What follows belongs to an exercise in optimizing a design on an open flow for small area, a short achievable clock period and few clock cycles per item; a production flow would make more cautious choices.
The RTL was checked by simulation tests, not by an equivalence proof against the original design.

## flow/design.v (module list and top-level ports; edited modules follow where they fit)
// module adsb_nl: 46 lines
// module adsb_cpr_lat: 478 lines
// module adsb_cpr_lon: 955 lines
// module adsb_crc_hi: 310 lines
// module adsb_crc_mid: 50 lines
// module adsb_crc_lo: 52 lines
// module adsb_encoder: 107 lines
// module adsb_alt_a: 211 lines
// module adsb_alt_b: 186 lines
module adsb_encoder (
    input  wire         clk,
    input  wire         rst,
    input  wire         in_valid,
    output wire         in_ready,
    input  wire [1:0]   op,
    input  wire [23:0]  icao,
    input  wire [2:0]   ca,
    input  wire [4:0]   tc,
    input  wire [1:0]   ss,
    input  wire         nicsb,
    input  wire         tbit,
    input  wire         surface,
    input  wire [31:0]  alt,       
    input  wire [31:0]  lat,       
    input  wire [31:0]  lon,       
    input  wire [63:0]  name,      
    input  wire [87:0]  msg,       
    output wire         out_valid,
    input  wire         out_ready,
    output wire [111:0] frame_e,   
    output wire [111:0] frame_o,
    output wire [7:0]   diag,
    output wire [23:0]  crc,
    output wire         err
);
  // ...
==> flow/run.sh <==
#!/bin/bash
# synth_recipe.tcl (not shown) runs the flow's synth.tcl, then flattens the netlist and writes it again
# the make line also repeats each setting of config.mk as NAME=value (left out here)
make -C /OpenROAD-flow-scripts/flow DESIGN_CONFIG=/design/flow/config.mk WORK_HOME=/design/flow/orfs CLKGATE_MAP_FILE= SYNTH_SCRIPT=/design/flow/synth_recipe.tcl finish
==> flow/config.mk <==
export PLATFORM = sky130hd
export DESIGN_NAME = adsb_encoder
export DESIGN_NICKNAME = adsb_encoder
export VERILOG_FILES = /design/flow/design.v
export SDC_FILE = /design/flow/constraint.sdc
export NUM_CORES = 4
export LEC_CHECK = 0
export CAP_MARGIN = 20
export CORE_MARGIN = 2
export CORE_UTILIZATION = 40
export PLACE_DENSITY = 0.6
export SLEW_MARGIN = 20
==> flow/constraint.sdc <==
create_clock -name core_clock -period 34.0 [get_ports {clk}]
set_input_delay 6.8000 -clock core_clock [delete_from_list [all_inputs] [get_ports {clk}]]
set_output_delay 6.8000 -clock core_clock [all_outputs]
set_load 0.01 [all_outputs]
==> reports/results.tsv, run 1 <==
stage	metric	value	unit
floorplan	io_pins	550	
critical_path	worstSetupStartpoint	ol_r[13]	
clock_network	clock_tree.root_cell	sky130_fd_sc_hd__clkbuf_16	
logic_synthesis	yosysTopAreaCell	sky130_fd_sc_hd__fa_1	
floorplan	die_area	89100	sq um
place	placed_cell_area	40000	sq um
logic_synthesis	synthTopCellsByArea	sky130_fd_sc_hd__fa_1 (15%), sky130_fd_sc_hd__xnor2_1 (15%), sky130_fd_sc_hd__edfxtp_1 (12%)	
place	dp_hpwl	106000	microns
cells_and_area	final.clkbuf_count	17	
cells_and_area	layout-area-overhead-vs-synth	16.9	%
min_path	min-delay-path-class	flip-flop to flip-flop	
sta	final_hold_viol_count	0	
grt	grt.total_usage	28.2	%
cells_and_area	largest_register_ff_count	88	
grt	largest_net_degree_at_the_start_of_global_routing	78	
sta	minimum_setup_slack_in_the_final_design	18420	ps
flow_run	cap_violations	0	
drt	dr_wl_met2	59000	microns
critical_path	critPathArrivalTime	8780	ps
critical_path	reg2reg_setup_slack	31250	ps
clock_network	worst_skew_pair.late_latency	490	ps
sta	whs	551	ps
outcome	outcome	complete, no violations	
place	place.gp.congestion	1.01	
drt	routed_wire_length_per_instance	23.6	microns
sta	clock.fmax	64.2	MHz
logic_synthesis	synthCells	3966	
cells_and_area	non_clock_inverter_count	460	
cells_and_area	registers.top_by_ff_count	m_r	
floorplan	placementRows	108	
logic_synthesis	post_synth_mux_area_share	3.81	%
critical_path	crit_path_end_kind	output pin	
place	buffer_ports.inserted	548	
Testbench counts, summed over its fixed seeds: cycles 1,928, items 1,920.
==> run 2: changes to the inputs <==
==> flow/flow/run.sh (new file) <==
#!/bin/bash
# The standard layout (standard.sh: ORFS synthesis to final layout, unchanged),
# with the port buffers that global placement inserts on every input and output
# made from sky130_fd_sc_hd__buf_2 instead of the cell buffer_ports picks by
# default (clkdlybuf4s50_1, a delay cell of twice the area and about 0.4 ns more
# delay). Every port still gets its own buffer.
set -euo pipefail
export BUFFER_PORTS_ARGS="-buffer_cell sky130_fd_sc_hd__buf_2"
bash standard.sh finish > standard_flow.log 2>&1
==> flow/standard.sh (new file) <==
#!/bin/bash
# synth_recipe.tcl (not shown) runs the flow's synth.tcl, then flattens the netlist and writes it again
# the make line also repeats each setting of config.mk as NAME=value (left out here)
make -C /OpenROAD-flow-scripts/flow DESIGN_CONFIG=/design/flow/config.mk WORK_HOME=/design/flow/orfs CLKGATE_MAP_FILE= SYNTH_SCRIPT=/design/flow/synth_recipe.tcl "${@:-finish}"
removed: flow/run.sh
==> run 2 against run 1 <==
  * Hold slack got worse by 15 ps
  * Worst setup slack better by 640 ps
  * Sequential share of layout area increased by 0.73 points
  * Via count grew 0.50%
  * Synthesized cell count unchanged
  * Cell area decreased by 6.7%
  * Critical path type unchanged
  * Flip-flop and latch count is the same
  * Non-clock buffer count is 4 lower
  * Critical endpoint unchanged
  * Largest cell class unchanged
  * Count of clock-buffer cells in the layout did not move
  * Still clean on timing, DRC and antenna
==> reports/results.tsv, run 2 <==
stage	metric	value	unit	change
outcome	outcome	complete, no violations		
critical_path	worstSetupStartpointType	flip-flop		
drt	met3_length	10200	microns	
critical_path	cp_data_required_time	27200	ps	
sta	finalSetupViolations	0		
cells_and_area	final_net_count	5070		
logic_synthesis	yosysTopAreaCellShare	15.1	%	
floorplan	io_pins	550		unchanged
logic_synthesis	postSynth.topFlopCell	sky130_fd_sc_hd__edfxtp_1		
logic_synthesis	synth_cell_type_count	97		
logic_synthesis	synth.cell_area	34700	sq um	
drt	postRouteWirelength	125000	microns	
logic_synthesis	postSynthRegisterBits	138		
cells_and_area	registers.top_by_ff_count	m_r		
logic_synthesis	synth.net_count	4818		
logic_synthesis	yosysTopAreaCell	sky130_fd_sc_hd__fa_1		
critical_path	critPathMaxStageDelay	620	ps	
sta	whs	536	ps	-14.9 ps
clock_network	worst_skew_pair.late_latency	480	ps	about the same
sta	rsz0062_at_grt	false		
floorplan	start_util	40.2	%	
clock_network	cts_setup_buffers	0		
sta	finClkSkew	17.4	ps	
drt	drt-pass1-iter-count	9		
cells_and_area	layout_filler_cell_count	8568		
sta	maxSlewViolCount	0		
cells_and_area	final_common_cell	sky130_fd_sc_hd__xnor2_1		
logic_synthesis	number_of_enable_flip_flop_cells_after_synthesis	137		
sta	clock.fmax	66.9	MHz	+4.3%
floorplan	die-height	299	microns	
clock_network	cts_hold_buf	0		
clock_network	cts_buffer_depth	2		
grt	first_global_vias	28700		
drt	viasPerCell	5.50		
logic_synthesis	post_synth_most_frequent_cells	sky130_fd_sc_hd__xnor2_1 (583), sky130_fd_sc_hd__inv_1 (456), sky130_fd_sc_hd__ha_1 (300)		
logic_synthesis	synth.yosys.warnings	1		
critical_path	critical_path.top_delay_family	adder cells		
critical_path	cpMostUsedCell	sky130_fd_sc_hd__fa_1		
drt	drt-met1-wl	54500	microns	
sta	slew-limit-headroom	27.8	%	
floorplan	floorplan.die.width	299	microns	
sta	minimum_setup_slack_in_the_final_design	19060	ps	+643 ps
grt	initial_antenna_violation_count	10		
critical_path	worst-path-max-fanout	19		
cells_and_area	layout-area-overhead-vs-synth	9.01	%	
critical_path	critPathArrivalTime	8140	ps	-640 ps
critical_path	critical_path.n_buffers_inverters	6		
place	dp_worst_setup_slack	19410	ps	
min_path	min-delay-path-class	flip-flop to flip-flop		
clock_network	clock_tree.root_cell	sky130_fd_sc_hd__clkbuf_16		
grt	grt_remaining_overflow	0		
logic_synthesis	synthCells	3966		unchanged
critical_path	crit_type	flip-flop to output pin		
drt	initialDrtViolationCount	2849		
min_path	min_from	full		
grt	grt.total_usage	27.5	%	-0.74 points
drt	dr_total_vias	29600		
logic_synthesis	most_frequent_cell_after_synthesis	sky130_fd_sc_hd__xnor2_1		
floorplan	coreArea	86300	sq um	
sta	min_tclk_post_route	14940	ps	
cells_and_area	final_cell_mix	sky130_fd_sc_hd__xnor2_1 (583), sky130_fd_sc_hd__buf_2 (546), sky130_fd_sc_hd__inv_1 (456)		
drt	routed_wire_length_per_instance	23.3	microns	-1.4%
clock_network	ctsHtreeMaxLevel	4		
critical_path	r2r-start	full		
flow_run	cap_violations	0		unchanged
clock_network	cts-resized-gates	0		
drt	dr_wl_met2	57900	microns	-1.9%
cells_and_area	top_regs	m_r (88), ol_r (34), z_r (9)		
logic_synthesis	synth.yosys.seq_area_share	11.9	%	
sta	final_hold_viol_count	0		unchanged
logic_synthesis	ys_async_sr_fraction	0	%	
cells_and_area	fraction_of_final_layout_cells_with_drive_strength_greater_than_1	17.3	%	
floorplan	placementRows	108		unchanged
grt	grt_pass1_wl	185000	microns	
critical_path	timing.critical_path.slowest_stage_cell	sky130_fd_sc_hd__edfxtp_1		
logic_synthesis	synthTopCellsByArea	sky130_fd_sc_hd__fa_1 (15%), sky130_fd_sc_hd__xnor2_1 (15%), sky130_fd_sc_hd__edfxtp_1 (12%)		
clock_network	cts_num_sinks	138		
clock_network	cts_tree	built		
place	dp_hpwl	104000	microns	-1.9%
sta	post_route_fraction_of_the_period_consumed_by_the_critical_path	43.9	%	
place	buffer_ports.inserted	548		unchanged
clock_network	worst_setup_hold_path_clk_slew	80	ps	
floorplan	die_area	89100	sq um	unchanged
critical_path	crit_path_end_kind	output pin		
grt	largest_net_degree_at_the_start_of_global_routing	78		unchanged
sta	finalSetupTns	0	ps	
sta	max_slew.worst_pin.slew	1080	ps	
drt	ant_nets	0		
cells_and_area	largest_register_ff_count	88		unchanged
place	place.gp.congestion	0.996		-1.7%
drt	routed.top_layer	met5		
critical_path	worstSetupStartpoint	ol_r[11]		
clock_network	cts-buffers-inserted	17		
logic_synthesis	syn_area_per_cell	8.75	sq um	
drt	route.detailed.drc	0		
-- run 2: cell counts after synthesis --
Identical to the previous run, type by type.
-- run 2: path summary, 6_finish.rpt --
kind                      end  slack, ps  cells past startpoint
hold / removal           full        540                      2
setup reg to reg       z_r[3]      31240                      4
hold reg to reg          full        540                      2
setup / recovery  frame_o[11]      19060                     25
-- run 2: through the flow --
stage               instances  instance area [sq um]  utilization (%)
detailed placement       5354                  37200             43.1
CTS                      5386                  37800             43.8
global route             5388                  37800             43.8
floorplan                3966                  34700                -
global placement         5354                  37200             43.1
finish                   5389                  37800             43.8
-- run 2: area by class of cell --
class	count	area [sq um]	area share [%]
Multi-Input combinational cell	3017	26900	71.0
Sequential cell	138	4130	10.9
Timing Repair Buffer	584	3020	7.98
Inverter	460	1730	4.56
Tap cell	1155	1450	3.82
Clock buffer	17	425	1.12
Clock inverter	15	198	0.523
Antenna cell	3	7.51	0.0198
-- run 2: per-layer routing --
| layer | vias to the layer above | global-route usage, % |
|---|---|---|
| met2 | 1296 | 44.9 |
| met4 | 4 | 6.34 |
| met5 | - | 0 |
| met3 | 146 | 4.05 |
| li1 | 13600 | - |
| met1 | 14600 | 38.4 |
-- run 2: tightest hold or removal path, cell delays in order, from the launching register on --
cell and delay [ps]:
sky130_fd_sc_hd__dfxtp_1 320, sky130_fd_sc_hd__nand2b_1 110, sky130_fd_sc_hd__a21oi_1 70
-- run 2: cells by family (layout without fill, tap and decap cells) --
logic type / Yosys count / after routing / synth area share [%]
and+or+nand+nor: 862 / 862 / 12.5
buffers and inverters: 811 / 1076 / 10.8
xor gates and xnor gates: 801 / 801 / 22.0
AOI/OAI and AO/OA: 676 / 676 / 13.1
adders and majority gates: 561 / 561 / 25.9
DFF: 138 / 138 / 11.9
muxes: 116 / 116 / 3.81
other: 1 / 4 / 0.0108

## afterwards: timing with drivers on the ports
In the flow no input, the clock included, has a driving cell. The finished layouts below were timed again as built, in two steps.
Step 1 sets driving cells, clkbuf_16 on the clock port and buf_2 on the other inputs (assumed; they add their load-dependent delay and slew).
Step 2 adds t to the input delays and takes it off the output delays; t is the mean of the earliest and latest rising clock arrival at the registers after step 1. Input paths then give back, and output paths get back, about the clock's delay inside the block.
Three values: ideal ports, drivers, drivers and shift; two values: the first two.
| run | t (ns) | setup slack, ns | worst setup path at the end | clock arrival spread, ns | worst slew at a driven data input, ns |
|---|---|---|---|---|---|
| run 1 | 0.552 | 18.417 / 18.342 / 18.895 | register to output | 0.017 / 0.017 | 0.16 |
| run 2 | 0.534 | 19.060 / 18.993 / 19.412 | input to register | 0.018 / 0.018 | 0.17 |
After both steps setup and hold are still met in every run listed.
